Source: an optimization exercise on an open RTL-to-GDS flow (aim: small area). Production flows keep margins and buffers that such runs may drop. The RTL was checked by simulation tests, not by an equivalence proof against the original design. The clock cells of runs 1 to 3 and 5 come from the design's own scripts or RTL, not from TritonCTS. The clock port is modelled as an ideal driver, which makes a skipped or thinned clock tree look cheaper than it is; a real chip needs a root buffer or a tree. No activity file was given, so power comes from the tool's default toggle rates.

## config.mk

```make
export PLATFORM = sky130hd
export DESIGN_NAME = cpusim_core
export DESIGN_NICKNAME = cpusim_core
export VERILOG_FILES = /design/flow/design.v
export SDC_FILE = /design/flow/constraint.sdc
export NUM_CORES = 4
export LEC_CHECK = 0
export ABC_AREA = 1
export CAP_MARGIN = 20
export CORE_MARGIN = 2
export CORE_UTILIZATION = 80
export PLACE_DENSITY = 0.92
export SLEW_MARGIN = 20
```

## constraint.sdc

```tcl
create_clock -name core_clock -period 10.0 [get_ports {clk}]
set_input_delay 2.0000 -clock core_clock [delete_from_list [all_inputs] [get_ports {clk}]]
set_output_delay 2.0000 -clock core_clock [all_outputs]
set_load 0.01 [all_outputs]
```

## design.v

```verilog
module cpusim_alu (
    input  wire x,       
    input  wire y,       
    input  wire ci,      
    input  wire zx,      
    input  wire nx,      
    input  wire zy,      
    input  wire ny,      
    input  wire f,       
    input  wire no,      
    output wire out,     
    output wire co       
);
    wire ix = (x & ~zx) ^ nx;
    wire iy = (y & ~zy) ^ ny;
    wire s  = ix ^ iy ^ ci;
    assign co  = (ix & iy) | (ci & (ix ^ iy));
    assign out = (f ? s : (ix & iy)) ^ no;
endmodule
module cpusim_core (
    input  wire        clk,
    input  wire        rst,         
    output wire [15:0] mem_addr,
    output wire        mem_re,
    output wire        mem_we,
    output wire [15:0] mem_wdata,
    input  wire [15:0] mem_rdata
);
    reg  [4:0]  cnt;
    reg         clr;      
    reg  [31:0] a;        
    reg  [15:0] r1, r2, r3, r4, r6, r7;
    reg         c;        
    reg         z;        
    wire       h1   = cnt[4];
    wire [3:0] b    = cnt[3:0];
    wire       b15  = (b == 4'd15);
    wire [2:0] op   = r1[2:0];
    wire [2:0] t    = r1[8:6];
    wire [2:0] s    = r1[5:3];      
    wire       cp   = (op == 3'b100);
    wire       alu  = (op == 3'b101);
    wire at16  = (cnt == 5'd16);
    wire ldcap = at16 & (op == 3'b001);
    wire ldf   = h1 & z & ~r1[0];      
    wire [15:0] r1_d = ((cnt == 5'd0) | ldcap) ? mem_rdata : r1;
    wire r1_bit = r1_d[b];
    wire alu_o, alu_co;
    cpusim_alu u_alu (
        .x  (r2[0]),
        .y  (r3[0]),
        .ci (c),
        .zx (r1_d[11]),
        .nx (r1_d[10]),
        .zy (r1_d[9]),
        .ny (r1_d[8]),
        .f  (r1_d[7]),
        .no (r1_d[6]),
        .out(alu_o),
        .co (alu_co)
    );
    wire alu_en = ~h1 & (r1_d[2:0] == 3'b101);
    wire taken  = alu & (r1[13] == z) & (r1[12] == alu_o);
    wire r0_inc = a[16] ^ c;
    reg src;
    always @(*) begin
        case (s)
            3'd0: src = r0_inc;
            3'd1: src = r1_bit;
            3'd2: src = r2[0];
            3'd3: src = r3[0];
            3'd4: src = r4[0];
            3'd5: src = a[0];
            3'd6: src = r6[0];
            default: src = r7[0];
        endcase
    end
    wire act  = h1 & ~clr & ~ldf;       
    wire cpw  = act & cp;
    wire wr0  = act & ((cp & (t == 3'd0)) | z);    
    wire wr2  = cpw & (t == 3'd2);
    wire wr3  = cpw & (t == 3'd3);
    wire wr4  = cpw & (t == 3'd4);
    wire wr5  = cpw & (t == 3'd5);
    wire wr6  = cpw & (t == 3'd6);
    wire wr7  = cpw & (t == 3'd7);
    wire ld6  = ldf | ldcap;
    wire win  = act & (b >= 4'd3) & (b <= 4'd10);
    wire sett = win & (op == 3'b011);   
    wire setl = win & (op == 3'b010);   
    assign mem_addr  = a[15:0];
    assign mem_wdata = r7;
    assign mem_we    = at16 & ~clr & (op == 3'b000);
    assign mem_re    = ~mem_we;    
    always @(posedge clk) begin
        cnt <= rst ? 5'd0 : {cnt[4] ^ (&cnt[3:0]), cnt[3] ^ (&cnt[2:0]),
                             cnt[2] ^ (&cnt[1:0]), cnt[1] ^ cnt[0], ~cnt[0]};
        clr <= rst | (clr & (cnt != 5'd31));
        if (h1) c <= b15 ? 1'b0 : (a[16] & c);
        else    c <= b15 ? ~clr : alu_co;
        if (h1) z <= z | b15 | ldcap;
        else    z <= b15 ? taken : (z & ~alu_o);
        r1 <= {r1_d[15:1], r1_d[0] & ~ldcap};
        a[14:0]  <= a[15:1];
        a[15]    <= h1 ? (wr0 ? src : r0_inc) : a[16];
        a[30:16] <= a[31:17];
        a[31]    <= clr ? 1'b0 : (wr5 ? src : a[0]);
        r2 <= {clr ? 1'b0 : (wr2 ? src : r2[0]), r2[15:1]};
        r3 <= {clr ? 1'b0 : (wr3 ? src : r3[0]), r3[15:1]};
        r4 <= {clr ? 1'b0 : (alu_en ? alu_o : (wr4 ? src : r4[0])), r4[15:1]};
        r6 <= {clr ? 1'b0 : (ld6 ? r1_bit : (wr6 ? src : r6[0])), r6[15:1]};
        r7[15]   <= clr ? 1'b0 : (wr7 ? src : r7[0]);
        r7[14:13] <= r7[15:14];
        r7[12]   <= sett ? r1_bit : r7[13];
        r7[11:5] <= r7[12:6];
        r7[4]    <= setl ? r1_bit : r7[5];
        r7[3:0]  <= r7[4:1];
    end
endmodule
```

## flow/run.sh

```bash
#!/bin/bash
# Own layout flow: the standard flow (standard.sh) with
#  - synthesis as standard (same registers, same names), except that adders
#    are left to ABC (no fa/ha cells) and ABC maps for area with amap; the
#    synthesis is run once per flow/abc_*.script and the smallest result
#    (Yosys's chip area) is kept (synth_choice.log)
#  - one buf_1 on every input and output port
#  - a hand-built clock tree (flow/clock_tree.tcl, run as the PRE_CTS hook):
#    clkbuf leaves, each driving a cluster of flip-flops, the smallest tree
#    whose estimated clock-pin slew is at most 105 ps
# Each step's full output stays in orfs/logs; make's output goes to *.log here.
set -euo pipefail
here=$(pwd)
best=""
best_area=""
: > synth_choice.log
for s in "$here"/flow/abc_*.script; do
  name=$(basename "$s" .script)
  rm -rf "$here/orfs" "$here/scripts_area"
  cp -r "$FLOW_HOME/scripts" "$here/scripts_area"
  cp "$s" "$here/scripts_area/abc_area.script"
  SCRIPTS_DIR="$here/scripts_area" bash standard.sh ADDER_MAP_FILE= synth > "synth_$name.log" 2>&1
  area=$(sed -n "s/.*Chip area for module.*: *\([0-9.]*\).*/\1/p" "$here/orfs/reports/sky130hd/cpusim_core/base/synth_stat.txt" | head -1)
  echo "$name $area" >> synth_choice.log
  if [[ -z "$best" ]] || awk -v a="$area" -v b="$best_area" 'BEGIN { exit !(a < b) }'; then
    best="$name"
    best_area="$area"
    rm -rf "$here/orfs_best"
    mv "$here/orfs" "$here/orfs_best"
  fi
done
rm -rf "$here/orfs" "$here/scripts_area"
mv "$here/orfs_best" "$here/orfs"
echo "kept $best $best_area" >> synth_choice.log
export BUFFER_PORTS_ARGS="-buffer_cell sky130_fd_sc_hd__buf_1"
export PRE_CTS_TCL="$here/flow/clock_tree.tcl"
bash standard.sh finish > layout.log 2>&1
```

## flow/abc_am5.script

```
strash
ifraig
dc2
dch -f
amap -F 3 -m
topo
stime -c
```

## flow/abc_p.script

```
strash
ifraig
dc2
dch -f
amap -F 3
topo
stime -c
```

## flow/abc_s14.script

```
strash
ifraig
dc2
dch -f
amap -F 3
topo
stime -c
```

## flow/abc_s15.script

```
strash
ifraig
dc2
dch -f
amap -m -F 3
topo
stime -c
```

## flow/abc_s3.script

```
strash
dch -f
amap -m -F 3
topo
stime -c
```

## flow/abc_t2.script

```
strash
dch -f
amap -m -F 5
topo
stime -c
```

## flow/clock_tree.tcl

```tcl
set ::ct_limit 0.105
set cb4  sky130_fd_sc_hd__clkbuf_4
set cb8  sky130_fd_sc_hd__clkbuf_8
set cb16 sky130_fd_sc_hd__clkbuf_16
# {leaves leaf-cell root-cell}, by area
set ::ct_candidates [list \
  [list 11 $cb4 $cb8] [list 4 $cb16 {}] [list 12 $cb4 $cb8] [list 7 $cb8 $cb8] \
  [list 13 $cb4 $cb8] [list 14 $cb4 $cb8] [list 8 $cb8 $cb8] [list 15 $cb4 $cb8] \
  [list 16 $cb4 $cb8]]
set ::block [ord::get_db_block]
set ::clknet [[$::block findBTerm clk] getNet]
set ::sinks {}
foreach it [$::clknet getITerms] { lappend ::sinks $it }
set ::pts {}
foreach it $::sinks {
  set b [[$it getInst] getBBox]
  lappend ::pts [list [expr {([$b xMin] + [$b xMax]) / 2.0}] [expr {([$b yMin] + [$b yMax]) / 2.0}]]
}

proc ct_clusters {pts n order} {
  # initial centres spread along x, y or a diagonal, by order
  switch $order {
    0 { set keys [lmap p $pts {expr {int([lindex $p 0])}}] }
    1 { set keys [lmap p $pts {expr {int([lindex $p 1])}}] }
    2 { set keys [lmap p $pts {expr {int([lindex $p 0] + [lindex $p 1])}}] }
    default { set keys [lmap p $pts {expr {int([lindex $p 0] - [lindex $p 1])}}] }
  }
  set idx [lsort -integer -indices -increasing $keys]
  set cent {}
  for {set k 0} {$k < $n} {incr k} {
    lappend cent [lindex $pts [lindex $idx [expr {int(($k + 0.5) * [llength $pts] / $n)}]]]
  }
  set cap [expr {int(ceil(double([llength $pts]) / $n))}]
  for {set iter 0} {$iter < 30} {incr iter} {
    set pairs {}
    set i 0
    foreach p $pts {
      for {set k 0} {$k < $n} {incr k} {
        set c [lindex $cent $k]
        lappend pairs [list [expr {abs([lindex $p 0] - [lindex $c 0]) + abs([lindex $p 1] - [lindex $c 1])}] $i $k]
      }
      incr i
    }
    set asg [lrepeat [llength $pts] -1]
    set fill [lrepeat $n 0]
    foreach pr [lsort -real -index 0 $pairs] {
      lassign $pr d i k
      if {[lindex $asg $i] >= 0 || [lindex $fill $k] >= $cap} continue
      lset asg $i $k
      lset fill $k [expr {[lindex $fill $k] + 1}]
    }
    set new {}
    for {set k 0} {$k < $n} {incr k} {
      set sx 0.0; set sy 0.0; set m 0
      foreach p $pts a $asg { if {$a == $k} { set sx [expr {$sx + [lindex $p 0]}]; set sy [expr {$sy + [lindex $p 1]}]; incr m } }
      if {$m} { lappend new [list [expr {$sx / $m}] [expr {$sy / $m}]] } else { lappend new [lindex $cent $k] }
    }
    set cent $new
  }
  return [list $cent $asg]
}

proc ct_place {inst xy} {
  $inst setLocation [expr {int([lindex $xy 0])}] [expr {int([lindex $xy 1])}]
  $inst setPlacementStatus PLACED
}

proc ct_build {n ct_leaf ct_root order} {
  global block clknet sinks pts
  lassign [ct_clusters $pts $n $order] cent asg
  set rnet $clknet
  if {$ct_root ne ""} {
    set rinst [odb::dbInst_create $block [[ord::get_db] findMaster $ct_root] clkbuf_hand_root]
    set rnet [odb::dbNet_create $block clknet_hand_root]
    $rnet setSigType CLOCK
    [$rinst findITerm A] connect $clknet
    [$rinst findITerm X] connect $rnet
    set sx 0.0; set sy 0.0
    foreach c $cent { set sx [expr {$sx + [lindex $c 0]}]; set sy [expr {$sy + [lindex $c 1]}] }
    ct_place $rinst [list [expr {$sx / $n}] [expr {$sy / $n}]]
  }
  set master [[ord::get_db] findMaster $ct_leaf]
  for {set k 0} {$k < $n} {incr k} {
    set inst [odb::dbInst_create $block $master "clkbuf_hand_$k"]
    set net [odb::dbNet_create $block "clknet_hand_$k"]
    $net setSigType CLOCK
    [$inst findITerm A] connect $rnet
    [$inst findITerm X] connect $net
    foreach it $sinks a $asg { if {$a == $k} { $it disconnect; $it connect $net } }
    ct_place $inst [lindex $cent $k]
  }
}

proc ct_unbuild {n ct_root} {
  global block clknet sinks
  foreach it $sinks { $it disconnect; $it connect $clknet }
  for {set k 0} {$k < $n} {incr k} {
    odb::dbInst_destroy [$block findInst "clkbuf_hand_$k"]
    odb::dbNet_destroy [$block findNet "clknet_hand_$k"]
  }
  if {$ct_root ne ""} {
    odb::dbInst_destroy [$block findInst clkbuf_hand_root]
    odb::dbNet_destroy [$block findNet clknet_hand_root]
  }
}

proc ct_worst_slew {} {
  set_propagated_clock [all_clocks]
  estimate_parasitics -placement
  set worst 0.0
  foreach pin [all_registers -clock_pins] {
    foreach e {rise fall} {
      set s [get_property $pin slew_max_$e]
      if {$s > $worst} { set worst $s }
    }
  }
  unset_propagated_clock [all_clocks]
  return $worst
}

proc ct_choose {} {
  set last [lindex $::ct_candidates end]
  foreach cand $::ct_candidates {
    lassign $cand n leaf root
    # four clusterings, seeded along x, y and the two diagonals; keep the best
    set best_w 1e9
    set best_o 0
    for {set o 0} {$o < 4} {incr o} {
      ct_build $n $leaf $root $o
      set w [ct_worst_slew]
      ct_unbuild $n $root
      if {$w < $best_w} { set best_w $w; set best_o $o }
    }
    puts "clock tree: $n $leaf leaves under [expr {$root eq {} ? {the clock port} : $root}], estimated worst clock-pin slew [format %.1f [expr {$best_w * 1000}]] ps"
    if {$best_w <= $::ct_limit || $cand eq $last} break
  }
  ct_build $n $leaf $root $best_o
  puts "clock tree: kept $n $leaf leaves (clustering $best_o)"
}
ct_choose

# the tree is built; make CTS's own command a no-op
rename ::clock_tree_synthesis {}
proc ::clock_tree_synthesis {args} { puts "clock_tree_synthesis skipped: hand-built tree" }
```

## standard.sh

```bash
#!/bin/bash
# synth_recipe.tcl (not shown) runs the flow's synth.tcl, then flattens the netlist and writes it again
# the make line also repeats each setting of config.mk as NAME=value (left out here)
make -C /OpenROAD-flow-scripts/flow DESIGN_CONFIG=/design/flow/config.mk WORK_HOME=/design/flow/orfs CLKGATE_MAP_FILE= SYNTH_SCRIPT=/design/flow/synth_recipe.tcl "${@:-finish}"
```

==> flow_metrics.py, run 1 <==
metrics = {
    "global_routing": {
        "grt_pass1_wl_mm": 13.9,
        "grtUsageMet1_pct": 44.4,
        "grt_overflow": 0,
        "grt_max_degree": 18,
        "grt_use_total_pct": 35.4,
        "antenna_found_initial": 0,
        "grt.busiest_layer": "met2",
        "met2_usage_pct": 62.6,
        "global_route.usage.met3_pct": 4.08,
        "grt_pass1_vias": 2580,
    },
    "timing": {
        "setup_ws_ns": 4.82,
        "slew_headroom_pct": 28.5,
        "setup_viol": 0,
        "fin_worst_skew_ns": 0.0278,
        "hold_ws_ns": 0.337,
        "rsz0062_at_grt": "no",
        "setup_tns_ns": 0,
        "finalCritPeriodShare_pct": 51.8,
        "max_freq_mhz": 193,
        "final_hold_viol_count": 0,
        "max_slew.worst_pin.slew_ns": 1.06,
        "period_needed_ns": 5.18,
        "slew_viol_final": 0,
    },
    "job": {
        "drv_cap": 0,
    },
    "critical_path": {
        "r2r_end": "r4[15]",
        "cp.buffers_inverters": 4,
        "reg2reg_from": "cnt[2]",
        "critical_path_class": "reg -> reg",
        "crit_path_start_kind": "flop",
        "crit_start": "cnt[2]",
        "slowest_stage": "a311oi_1",
        "worstPathMaxFanout": 17,
        "r2r_cells": 16,
        "crit_chain": "clkinv_1 -> nand4_1 -> nor4_1 -> a41oi_1 -> buf_4 -> clkinv_1 -> o22ai_1 -> clkinv_1 -> a222oi_1 -> a221oi_1 -> a21oi_1 -> nor4_1 -> a311oi_1 -> a21oi_1 -> nor2_1 -> nor2_1",
        "cp.arrival_ns": 5.48,
        "critPathTopFamily": "compound AO/OA/AOI/OAI gates",
        "endpoint_kind": "flop",
        "r2r_setup_slack_ns": 4.82,
        "crit_required_ns": 10.30,
        "crit_top_cell": "clkinv_1",
        "critical_path.max_stage_delay_ns": 0.89,
    },
    "cells_and_area": {
        "fill_cells": 155,
        "area_delta_synth_final_pct": 6.95,
        "n_antenna_cell": 0,
        "multi_input_area_sq_um": 731,
        "final_nets": 381,
        "finish.utilization_pct": 89.6,
        "drive_above_1_share_pct": 4.16,
        "seqCellArea_sq_mm": 0.00272,
    },
    "synthesis": {
        "synth.ff_latch_count": 136,
        "synth_fp_nets": 329,
        "yosysSeqAreaShare_pct": 74.1,
        "synth_top_family_by_area": "compound AO/OA/AOI/OAI gates",
        "synth_compound_area_share_pct": 11.2,
        "ys_types": 27,
        "synthAdderAreaFrac_pct": 0,
        "syn_avg_cell_area_sq_um": 11.8,
        "synth_simple_gate_area_share_pct": 8.34,
        "synth.mux.area_fraction_pct": 0.306,
        "yosys_warnings": 1,
        "synth_xor_area_share_pct": 0,
        "syn_inst": 311,
        "synthesis.area_sq_mm": 0.00367,
    },
    "floorplanning": {
        "ioPinCount": 52,
        "initial_core_util_pct": 83.8,
        "rows": 24,
        "die-area_sq_mm": 0.00515,
        "coreArea_sq_mm": 0.00438,
        "die_h_microns": 71.8,
        "die_width_microns": 71.8,
    },
    "route": {
        "totalWireLength_mm": 8.88,
        "first_pass_iters": 7,
        "via_per_inst": 6.39,
        "vias": 2640,
        "ant_nets": 0,
        "drc": 0,
        "wl_per_cell_microns": 21.5,
        "initialDrtViolationCount": 342,
    },
    "clock_network": {
        "hold_buffers": 0,
        "cts_setup_buffers": 0,
        "cts_resized": 0,
        "clk_pin_slew_worst_paths_ns": 0.11,
        "insertion_delay_ns": 0.41,
    },
    "power": {
        "p_leak_nw": 1.47,
        "peakVddDrop_mv": 0.131,
        "powerDensity_mw_per_mm2": 225,
    },
    "min_path": {
        "min_from": "r6[9]",
        "hp-class": "reg -> reg",
        "hold_depth": 0,
        "holdPathEnd": "r6[8]",
    },
    "place": {
        "hpwl_mm": 5.29,
        "port_buffers": 51,
        "gp_congestion": 0.889,
        "pre_cts_ws_ns": 5.33,
    },
    "status": {
        "status": "timing/DRC/antenna clean",
    },
}
[kinds of logic (layout without fill, tap and decap cells)]
| family | after synthesis | after routing |
|---|---|---|
| DFF | 136 | 136 |
| and+or+nand+nor | 67 | 67 |
| AOI/OAI and AO/OA | 64 | 64 |
| buffers and inverters | 43 | 93 |
| muxes | 1 | 1 |
[cells in the mapped netlist]
library cell | n | area (sq um)
o22ai_1 | 11 | 68.8
nand2b_1 | 1 | 6.26
a31oi_1 | 2 | 12.5
mux2_1 | 1 | 11.3
a222oi_1 | 4 | 40.0
buf_4 | 16 | 120
o221ai_1 | 1 | 8.76
a32oi_1 | 2 | 17.5
a41oi_1 | 1 | 8.76
dfxtp_1 | 136 | 2720
a221oi_1 | 2 | 17.5
nand2_1 | 10 | 37.5
nor2_1 | 29 | 109
nor4_1 | 5 | 31.3
nor3_1 | 11 | 55.1
or4_1 | 2 | 15.0
o21ai_0 | 12 | 60.1
a21oi_1 | 19 | 95.1
a311oi_1 | 1 | 8.76
or3_1 | 1 | 6.26
nand3_1 | 3 | 15.0
a211oi_1 | 2 | 15.0
or2_0 | 2 | 12.5
nand4_1 | 3 | 18.8
o21bai_1 | 1 | 7.51
clkinv_1 | 27 | 101
o22a_1 | 6 | 52.6
[cell usage in the layout, fill, tap and decap left out, types with 2 or more instances in the layout]
cell type	Yosys	routed
or4_1	2	2
nor4_1	5	5
o21ai_0	12	12
clkbuf_4	0	13
dfxtp_1	136	136
a222oi_1	4	4
o22ai_1	11	11
clkinv_1	27	27
nor3_1	11	11
nand4_1	3	3
buf_1	0	51
a31oi_1	2	2
nand3_1	3	3
o22a_1	6	6
a221oi_1	2	2
a211oi_1	2	2
or2_0	2	2
a21oi_1	19	19
a32oi_1	2	2
nor2_1	29	29
nand2_1	10	10
[area by class of cell]
class	instances	area share (%)
Timing Repair Buffer	52	5.06
Multi-Input combinational cell	132	18.6
Tap cell	52	1.66
Inverter	27	2.58
Buffer	14	2.83
Sequential cell	136	69.3
[layer usage]
layer  vias to the layer above  wire, microns
met3                        58            854
li1                       1154              -
met1                      1213           3100
met2                       215           4420
met5                         -              0
met4                         0            504
[power by group]
part / internal, mW / switching [mW] / total [mW]
Clock: 0.0699 / 0.155 / 0.225
Sequential: 0.557 / 0.0159 / 0.573
Combinational: 0.0265 / 0.0589 / 0.0854
Total: 0.653 / 0.230 / 0.883
[sequential cells by signal (all words and copies together), names as in the netlist]
signal / cells
r6: 16
a: 32
z: 1
r2: 16
clr: 1
r1: 16
c: 1
r7: 16
r4: 16
cnt: 5
r3: 16
[stage by stage]
step | cell area, sq um | total power, mW | cells
after CTS | 3930 | 0.828 | 413
after floorplan | 3670 | 0.633 | 311
after global routing | 3930 | 0.908 | 413
after detailed placement | 3820 | 0.659 | 399
final | 3930 | 0.883 | 413
after global placement | 3820 | 0.649 | 399
[worst max-delay path by stage]
stage               endpoint  slack (ns)  cells past startpoint
floorplan             r4[15]        5.74                     15
global placement       a[15]        5.52                     10
detailed placement    r6[15]        5.33                     11
CTS                   r4[15]        5.00                     16
global route          r4[15]        4.52                     16
finish                r4[15]        4.82                     16
==> run 2, diff against run 1 <==
--- a/config.mk
+++ b/config.mk
@@ -10,4 +10,4 @@
 export CORE_MARGIN = 2
-export CORE_UTILIZATION = 80
-export PLACE_DENSITY = 0.92
+export CORE_UTILIZATION = 85
+export PLACE_DENSITY = 0.85
 export SLEW_MARGIN = 20
==> flow_metrics.py, run 2 <==
metrics = {
    "critical_path": {
        "slowest_stage": "a311oi_2",
        "worstPathMaxFanout": 17,
        "r2r_setup_slack_ns": 4.76,
        "crit_path_start_kind": "flop",
        "critPathCapture": "r4[15]",
        "cp.arrival_ns": 5.53,
        "critical_path_class": "reg -> reg",
        "crit_top_cell": "clkinv_1",
        "crit_start": "cnt[2]",
        "crit_chain": "clkinv_1 -> nand4_1 -> nor4_1 -> a41oi_1 -> buf_4 -> clkinv_1 -> o22ai_1 -> clkinv_1 -> a222oi_1 -> a32oi_1 -> a21oi_1 -> nor4_1 -> a311oi_2 -> a21oi_1 -> nor2_1 -> nor2_1",
        "r2r_end": "r4[15]",
        "endpoint_kind": "flop",
        "crit_required_ns": 10.28,
        "critical_path.max_stage_delay_ns": 0.63,
        "reg2reg_from": "cnt[2]",
        "r2r_cells": 16,
    },
    "synthesis": {
        "synth_simple_gate_area_share_pct": 8.34,
        "synth_compound_area_share_pct": 11.2,
        "yosysSeqAreaShare_pct": 74.1,
        "yosys_warnings": 1,
        "synthTopCellsByArea": "dfxtp_1, buf_4, nor2_1",
        "synth_edf_count": 0,
        "syn_inst": 311,
        "synth.mux.area_fraction_pct": 0.306,
        "synth_top_area_share_pct": 74.1,
        "synthAdderAreaFrac_pct": 0,
        "synth.ff_latch_count": 136,
        "synthArstFlopShare_pct": 0,
        "synth_top_family_by_area": "compound AO/OA/AOI/OAI gates",
        "synthFlopType": "dfxtp_1",
        "synth_most_common_cell": "dfxtp_1",
        "ys_types": 27,
        "synth_fp_nets": 329,
        "syn_avg_cell_area_sq_um": 11.8,
        "synth_common_cells": "dfxtp_1, nor2_1, clkinv_1",
        "synthesis.area_sq_mm": 0.00367,
        "synth_xor_area_share_pct": 0,
        "synth_top_area_cell": "dfxtp_1",
    },
    "clock_network": {
        "clk_pin_slew_worst_paths_ns": 0.11,
        "cts_setup_buffers": 0,
        "insertion_delay_ns": 0.40,
        "hold_buffers": 0,
        "cts_resized": 0,
    },
    "global_routing": {
        "grt_pass1_vias": 2927,
        "grt_use_total_pct": 42.5,
        "antenna_found_initial": 0,
        "grt_max_degree": 18,
        "grt_pass1_wl_mm": 15.7,
        "grt_overflow": 0,
    },
    "timing": {
        "period_needed_ns": 5.24,
        "max_freq_mhz": 191,
        "final_hold_viol_count": 0,
        "setup_viol": 0,
        "hold_ws_ns": 0.338,
        "setup_ws_ns": 4.76,
        "rsz0062_at_grt": "no",
        "finalCritPeriodShare_pct": 52.4,
        "setup_tns_ns": 0,
        "slew_viol_final": 0,
        "fin_worst_skew_ns": 0.00951,
        "slew_headroom_pct": 52.7,
        "max_slew.worst_pin.slew_ns": 0.703,
    },
    "cells_and_area": {
        "final_common_cell": "dfxtp_1",
        "drive_above_1_share_pct": 4.43,
        "finish.instance_area_sq_mm": 0.00393,
        "n_antenna_cell": 0,
        "final_nets": 381,
        "largest_register_ffs": 32,
        "fill_cells": 79,
        "area_delta_synth_final_pct": 7.05,
        "final_cell_mix": "dfxtp_1, buf_1, nor2_1",
        "final_cells": 411,
        "seqCellArea_sq_mm": 0.00272,
        "regMostFlops": "a",
        "finish.utilization_pct": 96.3,
        "multi_input_area_sq_um": 737,
    },
    "floorplanning": {
        "rows": 23,
        "ioPinCount": 52,
        "die_width_microns": 69.8,
        "die_h_microns": 69.8,
        "initial_core_util_pct": 89.9,
        "coreArea_sq_mm": 0.00409,
        "die-area_sq_mm": 0.00487,
    },
    "route": {
        "first_pass_iters": 6,
        "wl_per_cell_microns": 24.9,
        "drc": 0,
        "initialDrtViolationCount": 405,
        "via_per_inst": 6.86,
        "ant_nets": 0,
        "vias": 2818,
        "totalWireLength_mm": 10.2,
    },
    "power": {
        "powerDensity_mw_per_mm2": 226,
        "peakVddDrop_mv": 0.155,
        "switching_share_pct": 26.6,
        "p_comb_share_pct": 10.6,
        "pwr-share-clk_pct": 25.1,
        "cellInternalPower_mw": 0.654,
        "p_leak_nw": 1.47,
        "power_mw": 0.890,
        "seq_power_share_pct": 64.3,
        "p_sw_mw": 0.237,
    },
    "place": {
        "gp_congestion": 0.893,
        "port_buffers": 51,
        "pre_cts_ws_ns": 5.04,
        "hpwl_mm": 6.21,
        "placed_area_sq_mm": 0.00382,
        "dp_cells": 397,
    },
    "min_path": {
        "min_from": "r6[12]",
        "hp-class": "reg -> reg",
    },
    "job": {
        "drv_cap": 0,
    },
    "status": {
        "status": "timing/DRC/antenna clean",
    },
}
[run 2: cell counts after synthesis]
No cell type changed its count.
[run 2: worst min-delay path by stage]
stage                     depth (start not counted)  endpoint  slack, ns
after global placement                            0    r2[14]       0.31
after CTS                                         0     r4[5]       0.31
after global routing                              0    r2[14]       0.33
final                                             0    r6[11]       0.34
after detailed placement                          0     r4[5]       0.31
after floorplan                                   0     a[16]       0.31
[run 2: cells by family after synthesis]
logic type | after synthesis
DFF | 136
and+or+nand+nor | 67
AOI/OAI and AO/OA | 64
buffers and inverters | 43
muxes | 1
[run 2: power by group through the flow]
stage	registers [mW]	clock network [mW]	logic, mW
2_1_floorplan	0.578	0	0.0548
3_3_place_gp	0.580	0	0.0692
3_5_place_dp	0.583	0	0.0783
4_1_cts	0.584	0.163	0.0849
5_1_grt	0.574	0.238	0.0966
6_report	0.573	0.223	0.0944
[run 2: critical path, delay by kind of cell, from the launching register on]
family | cells | cell delay, ns
buf+inv | 4 | 1.12
compound gates | 7 | 2.77
simple gates | 5 | 0.77
flops | 1 | 0.45
[run 2: routing by layer]
metal,GRT usage (%),routed length (microns)
met1,45.8,3110
met2,76.3,5090
met3,7.27,1060
met4,27.6,981
met5,0,0
[run 2: cell type report]
type,instances,area share (%)
Multi-Input combinational cell,132,18.7
Inverter,27,2.58
Sequential cell,136,69.2
Buffer,14,2.83
Timing Repair Buffer,52,5.06
Tap cell,50,1.59
==> run 3, diff against run 2 <==
--- a/config.mk
+++ b/config.mk
@@ -10,4 +10,4 @@
 export CORE_MARGIN = 2
-export CORE_UTILIZATION = 85
-export PLACE_DENSITY = 0.85
+export CORE_UTILIZATION = 70
+export PLACE_DENSITY = 0.75
 export SLEW_MARGIN = 20
==> flow_metrics.py, run 3 <==
metrics = {
    "status": {
        "status": "timing/DRC/antenna clean",
    },
    "route": {
        "wl_per_cell_microns": 14.9,
        "drc": 0,
        "totalWireLength_mm": 6.41,
        "vias": 2324,
        "initialDrtViolationCount": 75,
        "via_per_inst": 5.39,
        "ant_nets": 0,
        "first_pass_iters": 7,
    },
    "synthesis": {
        "synth_top_family_by_area": "compound AO/OA/AOI/OAI gates",
        "synth_edf_count": 0,
        "synth_common_cells": "dfxtp_1, nor2_1, clkinv_1",
        "synth_fp_nets": 329,
        "synth_most_common_cell": "dfxtp_1",
        "synth.mux.area_fraction_pct": 0.306,
        "synth_simple_gate_area_share_pct": 8.34,
        "synth_xor_area_share_pct": 0,
        "synthArstFlopShare_pct": 0,
        "synthesis.area_sq_mm": 0.00367,
        "syn_avg_cell_area_sq_um": 11.8,
        "synthFlopType": "dfxtp_1",
        "synth_compound_area_share_pct": 11.2,
        "yosys_warnings": 1,
        "synth_top_area_share_pct": 74.1,
        "synthAdderAreaFrac_pct": 0,
        "ys_types": 27,
        "synthTopCellsByArea": "dfxtp_1, buf_4, nor2_1",
        "synth.ff_latch_count": 136,
        "syn_inst": 311,
        "yosysSeqAreaShare_pct": 74.1,
        "synth_top_area_cell": "dfxtp_1",
    },
    "timing": {
        "slew_viol_final": 0,
        "fin_worst_skew_ns": 0.0291,
        "setup_viol": 0,
        "final_hold_viol_count": 0,
        "max_slew.worst_pin.slew_ns": 0.932,
        "period_needed_ns": 5.13,
        "rsz0062_at_grt": "no",
        "setup_tns_ns": 0,
        "slew_headroom_pct": 37.9,
        "finalCritPeriodShare_pct": 51.3,
        "max_freq_mhz": 195,
    },
    "place": {
        "port_buffers": 51,
        "hpwl_mm": 4.55,
        "gp_congestion": 0.996,
    },
    "critical_path": {
        "r2r_setup_slack_ns": 4.87,
        "endpoint_kind": "flop",
        "cp.arrival_ns": 5.40,
        "r2r_cells": 14,
        "critical_path_class": "reg -> reg",
        "crit_path_start_kind": "flop",
        "worstPathMaxFanout": 21,
        "crit_required_ns": 10.28,
        "reg2reg_from": "cnt[2]",
        "r2r_end": "a[15]",
    },
    "clock_network": {
        "cts_resized": 0,
        "hold_buffers": 0,
        "insertion_delay_ns": 0.41,
        "clk_pin_slew_worst_paths_ns": 0.11,
        "cts_setup_buffers": 0,
    },
    "cells_and_area": {
        "drive_above_1_share_pct": 4.43,
        "finish.utilization_pct": 78.0,
        "largest_register_ffs": 32,
        "fill_cells": 348,
        "regMostFlops": "a",
        "n_antenna_cell": 0,
        "area_delta_synth_final_pct": 7.76,
        "final_nets": 381,
        "final_common_cell": "dfxtp_1",
        "final_cell_mix": "dfxtp_1, buf_1, nor2_1",
    },
    "global_routing": {
        "antenna_found_initial": 0,
        "grt_use_total_pct": 22.5,
        "grt_overflow": 0,
        "grt_pass1_vias": 2299,
        "grt_pass1_wl_mm": 10.7,
        "grt_max_degree": 22,
    },
    "floorplanning": {
        "ioPinCount": 52,
        "initial_core_util_pct": 72.4,
        "rows": 26,
        "die-area_sq_mm": 0.00585,
        "die_h_microns": 76.5,
        "die_width_microns": 76.5,
        "coreArea_sq_mm": 0.00507,
    },
    "min_path": {
        "hold_depth": 0,
        "min_from": "r4[10]",
        "holdPathEnd": "r4[9]",
        "hp-class": "reg -> reg",
    },
    "job": {
        "drv_cap": 0,
    },
    "power": {
        "peakVddDrop_mv": 0.132,
        "p_leak_nw": 1.47,
        "powerDensity_mw_per_mm2": 218,
    },
}
-- run 3: cell counts after synthesis --
Identical to the previous run, type by type.
-- run 3: logic make-up after synthesis --
kind of cell    after synthesis
buf+inv                      43
simple gates                 67
compound gates               64
mux                           1
flops                       136
-- run 3: critical path, stage by stage (launching register included) --
cell	delay [ns]
dfxtp_1	0.41
clkinv_1	0.21
nand4_1	0.17
nor4_1	0.11
a41oi_2	0.77
clkinv_1	0.58
o22ai_1	0.41
clkinv_1	0.14
a222oi_1	0.39
a32oi_1	0.12
a21oi_1	0.50
nor4_1	0.10
a311oi_1	0.77
mux2_1	0.25
o22ai_1	0.08
-- run 3: routing by layer --
| metal | wire length, microns | global-route usage [%] | up-vias |
|---|---|---|---|
| met3 | 464 | 3.32 | 16 |
| met4 | 157 | 7.82 | 0 |
| met5 | 0 | 0 | - |
| li1 | - | - | 1157 |
| met1 | 2800 | 30.6 | 1055 |
| met2 | 3000 | 37.2 | 96 |
-- run 3: where the power goes --
group	internal, mW	switching [mW]	total (mW)
sequential	0.557	0.0132	0.570
clock	0.0743	0.144	0.218
combinational	0.0260	0.0495	0.0755
total	0.657	0.207	0.864
-- run 3: layout make-up --
type | instances | area, sq um | share of cell area [%]
Inverter | 27 | 101 | 2.56
Sequential cell | 136 | 2720 | 68.8
Timing Repair Buffer | 51 | 191 | 4.83
Multi-Input combinational cell | 132 | 738 | 18.6
Tap cell | 70 | 87.6 | 2.21
Buffer | 15 | 119 | 3.00
-- run 3: through the flow --
step                power [mW]  instances  instance area [sq um]  hold slack, ns  setup slack, ns
floorplan                0.633        311                   3670           0.310             5.74
global placement         0.652        416                   3840           0.310             5.23
detailed placement       0.656        416                   3840           0.312             5.03
CTS                      0.825        431                   3960           0.312             5.03
global route             0.903        431                   3960           0.306             4.46
finish                   0.864        431                   3960           0.300             4.87
-- run 3: how the worst max path moves through the flow --
stage,endpoint,startpoint,depth (start not counted)
finish,a[15],cnt[2],14
global route,r6[15],cnt[2],15
CTS,a[15],cnt[2],14
detailed placement,a[15],cnt[2],14
global placement,a[15],cnt[2],14
floorplan,r4[15],cnt[2],15
==> run 4, diff against run 3 <==
--- a/config.mk
+++ b/config.mk
@@ -10,4 +10,4 @@
 export CORE_MARGIN = 2
-export CORE_UTILIZATION = 70
-export PLACE_DENSITY = 0.75
+export CORE_UTILIZATION = 88
+export PLACE_DENSITY = 0.95
 export SLEW_MARGIN = 20
==> flow_metrics.py, run 4 <==
metrics = {
    "synthesis": {
        "syn_inst": 311,
        "synth_common_cells": "dfxtp_1, nor2_1, clkinv_1",
        "syn_avg_cell_area_sq_um": 11.8,
        "synthFlopType": "dfxtp_1",
        "synth.mux.area_fraction_pct": 0.306,
        "yosys_warnings": 1,
        "synth_top_family_by_area": "compound AO/OA/AOI/OAI gates",
        "synth_edf_count": 0,
        "synth_most_common_cell": "dfxtp_1",
        "synth_xor_area_share_pct": 0,
        "yosysSeqAreaShare_pct": 74.1,
        "ys_types": 27,
        "synth_top_area_cell": "dfxtp_1",
        "synth_fp_nets": 329,
        "synthArstFlopShare_pct": 0,
        "synth_simple_gate_area_share_pct": 8.34,
        "synth_top_area_share_pct": 74.1,
        "synthTopCellsByArea": "dfxtp_1, buf_4, nor2_1",
        "synthesis.area_sq_mm": 0.00367,
        "synth.ff_latch_count": 136,
        "synth_compound_area_share_pct": 11.2,
        "synthAdderAreaFrac_pct": 0,
    },
    "place": {
        "hpwl_mm": 6.68,
        "port_buffers": 51,
        "gp_congestion": 0.922,
    },
    "floorplanning": {
        "initial_core_util_pct": 91.9,
        "rows": 23,
        "ioPinCount": 52,
        "die_width_microns": 68.6,
        "die_h_microns": 68.6,
    },
    "status": {
        "status": "stopped before the end",
        "lastStage": "4_1_cts",
        "error": "[ERROR DPL-0033] detailed placement checks failed during check placement.",
    },
    "clock_network": {
        "cts_resized": 0,
        "cts_setup_buffers": 0,
        "hold_buffers": 0,
    },
}
[run 4: cells by family after synthesis]
| group | count (synthesis) |
|---|---|
| buffers and inverters | 43 |
| DFF | 136 |
| muxes | 1 |
| and+or+nand+nor | 67 |
| AOI/OAI and AO/OA | 64 |
[run 4: stage by stage]
stage                     area, sq um  std cells  total power, mW  hold slack, ns  setup WS (ns)
after detailed placement         3820        397            0.666           0.312           5.06
after floorplan                  3670        311            0.633           0.310           5.74
after global placement           3820        397            0.649           0.311           5.47
[run 4: worst min path at each step]
stage	from	end	slack [ns]	cells past startpoint
3_3_place_gp	r2[13]	r2[12]	0.31	0
2_1_floorplan	a[17]	a[16]	0.31	0
3_5_place_dp	r2[9]	r2[8]	0.31	0
[run 4: power groups by stage]
stage | logic (mW) | clock network, mW | registers [mW]
after detailed placement | 0.0819 | 0 | 0.584
after global placement | 0.0690 | 0 | 0.580
after floorplan | 0.0548 | 0 | 0.578
==> run 5, diff against run 4 <==
--- a/config.mk
+++ b/config.mk
@@ -10,4 +10,4 @@
 export CORE_MARGIN = 2
-export CORE_UTILIZATION = 88
-export PLACE_DENSITY = 0.95
+export CORE_UTILIZATION = 80
+export PLACE_DENSITY = 0.85
 export SLEW_MARGIN = 20
==> flow_metrics.py, run 5 <==
metrics = {
    "status": {
        "status": "timing/DRC/antenna clean",
    },
    "power": {
        "powerDensity_mw_per_mm2": 220,
        "p_leak_nw": 1.47,
        "peakVddDrop_mv": 0.168,
    },
    "critical_path": {
        "cp.arrival_ns": 5.56,
        "r2r_setup_slack_ns": 4.73,
        "crit_top_cell": "clkinv_1",
        "crit_chain": "clkinv_1 -> nand4_1 -> nor4_1 -> a41oi_2 -> clkinv_1 -> o22ai_1 -> clkinv_1 -> a222oi_1 -> a32oi_1 -> a21oi_1 -> nor4_1 -> a311oi_1 -> a21oi_1 -> nor2_1 -> nor2_1",
        "worstPathMaxFanout": 21,
        "critical_path.max_stage_delay_ns": 0.88,
        "crit_path_start_kind": "flop",
        "slowest_stage": "a311oi_1",
        "critPathCapture": "r6[15]",
        "critical_path_class": "reg -> reg",
        "r2r_cells": 15,
        "crit_required_ns": 10.28,
        "cp.buffers_inverters": 3,
        "r2r_end": "r6[15]",
        "endpoint_kind": "flop",
        "cp_num_cells": 15,
        "crit_start": "cnt[2]",
        "reg2reg_from": "cnt[2]",
        "critPathTopFamily": "compound AO/OA/AOI/OAI gates",
    },
    "timing": {
        "max_freq_mhz": 190,
        "slew_headroom_pct": 28.5,
        "max_slew.worst_pin.slew_ns": 1.06,
        "setup_tns_ns": 0,
        "rsz0062_at_grt": "no",
        "hold_ws_ns": 0.326,
        "period_needed_ns": 5.27,
        "fin_worst_skew_ns": 0.0200,
        "finalCritPeriodShare_pct": 52.7,
        "slew_viol_final": 0,
        "setup_viol": 0,
        "final_hold_viol_count": 0,
    },
    "global_routing": {
        "grt_max_degree": 22,
        "grt_use_total_pct": 28.8,
        "grt_pass1_wl_mm": 11.5,
        "grt_overflow": 0,
        "antenna_found_initial": 0,
        "grt_pass1_vias": 2378,
    },
    "synthesis": {
        "synthFlopType": "dfxtp_1",
        "synth_fp_nets": 329,
        "yosysSeqAreaShare_pct": 74.1,
        "syn_avg_cell_area_sq_um": 11.8,
        "synthesis.area_sq_mm": 0.00367,
        "ys_types": 27,
        "synth_top_area_cell": "dfxtp_1",
        "synth_top_area_share_pct": 74.1,
        "synth_common_cells": "dfxtp_1, nor2_1, clkinv_1",
        "syn_inst": 311,
        "synthArstFlopShare_pct": 0,
        "synth.ff_latch_count": 136,
        "synthTopCellsByArea": "dfxtp_1, buf_4, nor2_1",
        "yosys_warnings": 1,
        "synth_edf_count": 0,
        "synth_most_common_cell": "dfxtp_1",
    },
    "cells_and_area": {
        "regMostFlops": "a",
        "final_nets": 381,
        "final_common_cell": "dfxtp_1",
        "area_delta_synth_final_pct": 7.15,
        "final_cell_mix": "dfxtp_1, buf_1, nor2_1",
        "drive_above_1_share_pct": 4.43,
        "largest_register_ffs": 32,
        "n_antenna_cell": 0,
    },
    "floorplanning": {
        "ioPinCount": 52,
        "coreArea_sq_mm": 0.00438,
        "die_h_microns": 71.8,
        "initial_core_util_pct": 83.8,
        "die_width_microns": 71.8,
        "rows": 24,
        "die-area_sq_mm": 0.00515,
    },
    "route": {
        "totalWireLength_mm": 7.28,
        "via_per_inst": 5.87,
        "first_pass_iters": 7,
        "wl_per_cell_microns": 17.6,
        "ant_nets": 0,
        "initialDrtViolationCount": 205,
        "drc": 0,
        "vias": 2425,
    },
    "min_path": {
        "hp-class": "reg -> reg",
        "min_from": "a[28]",
    },
    "place": {
        "port_buffers": 51,
        "gp_congestion": 1.01,
        "hpwl_mm": 5.13,
    },
    "clock_network": {
        "insertion_delay_ns": 0.39,
        "hold_buffers": 0,
        "clk_pin_slew_worst_paths_ns": 0.10,
        "cts_setup_buffers": 0,
        "cts_resized": 0,
    },
    "job": {
        "drv_cap": 0,
    },
}
## run 5: area by class of cell
type                    instances  area, sq um
flip-flops and latches        136         2720
inverters                      27          101
plain buffers                  15          119
repair buffers                 51          191
well taps                      52         65.1
fillers                       183          447
multi-input cells             132          738
## run 5: worst min-delay path by stage
stage	to	depth (start not counted)	slack, ns
after floorplan	a[16]	0	0.31
after global placement	r4[3]	0	0.31
after detailed placement	r3[14]	0	0.31
after CTS	r3[14]	0	0.31
after global routing	r3[8]	0	0.33
final	a[27]	0	0.33
## run 5: cell families after synthesis
group / after synthesis / share of synthesized area [%]
AND/OR/NAND/NOR: 67 / 8.34
multiplexers: 1 / 0.306
buffers and inverters: 43 / 6.03
AO/OA/AOI/OAI: 64 / 11.2
flip-flops: 136 / 74.1
## run 5: worst register-to-register path, stage by stage, from the launching register on
cell	delay, ns
dfxtp_1	0.40
clkinv_1	0.18
nand4_1	0.18
nor4_1	0.11
a41oi_2	0.79
clkinv_1	0.57
o22ai_1	0.39
clkinv_1	0.15
a222oi_1	0.40
a32oi_1	0.12
a21oi_1	0.46
nor4_1	0.12
a311oi_1	0.88
a21oi_1	0.16
nor2_1	0.20
nor2_1	0.05
## run 5: through the flow
stage	util (%)	instance area, sq um	cells	setup WS (ns)	power (mW)
floorplan	-	3670	311	5.74	0.633
global placement	87.1	3820	398	5.19	0.652
detailed placement	87.1	3820	398	4.96	0.657
CTS	89.8	3940	413	4.88	0.827
global route	89.8	3940	413	4.32	0.903
finish	89.8	3940	413	4.73	0.868
## run 5: routing by layer
metal / wire length, microns / part of all wire (%) / track usage (%)
met5: 0 / 0 / 0
met4: 203 / 2.8 / 7.55
met3: 567 / 7.8 / 4.64
met2: 3730 / 51 / 51.3
met1: 2780 / 38 / 36.7
## run 5: report_power, final
group	switching (mW)	internal [mW]	total (mW)
clock	0.145	0.0743	0.220
combinational	0.0513	0.0260	0.0773
sequential	0.0144	0.557	0.571
total	0.211	0.657	0.868

-- static timing again, ports no longer ideal --
The flow's constraints put no driver on any port. The routed layouts listed below were extracted and timed again, unchanged, in two steps. Step 1 (the two cells are an assumption about what drives the block):
set clk [get_ports {clk}]
set_driving_cell -lib_cell sky130_fd_sc_hd__clkbuf_16 $clk
set_driving_cell -lib_cell sky130_fd_sc_hd__buf_2 [delete_from_list [all_inputs] $clk]
Step 2 times the ports against the registers' clock, not the clock port: input delays grow and output delays shrink by t, the midpoint of the rising clock arrivals with the driver on. a / b / c = ideal / step 1 / step 2; a / b = the first two.
run | t, ns | slack for setup (ns) | worst hold slack (ns) | latest minus earliest clock arrival (ns) | worst data-port slew with drivers (ns)
run 1 | 0.424 | 4.820 / 4.820 / 4.820 | 0.337 / 0.337 / 0.337 | 0.033 / 0.033 | 0.04
run 2 | 0.426 | 4.755 / 4.755 / 4.755 | 0.338 / 0.338 / 0.338 | 0.012 / 0.012 | 0.05
run 3 | 0.422 | 4.874 / 4.874 / 4.874 | 0.300 / 0.300 / 0.300 | 0.029 / 0.029 | 0.03
run 5 | 0.410 | 4.726 / 4.726 / 4.726 | 0.326 / 0.326 / 0.326 | 0.020 / 0.021 | 0.03
After both steps every run listed still meets setup and hold.
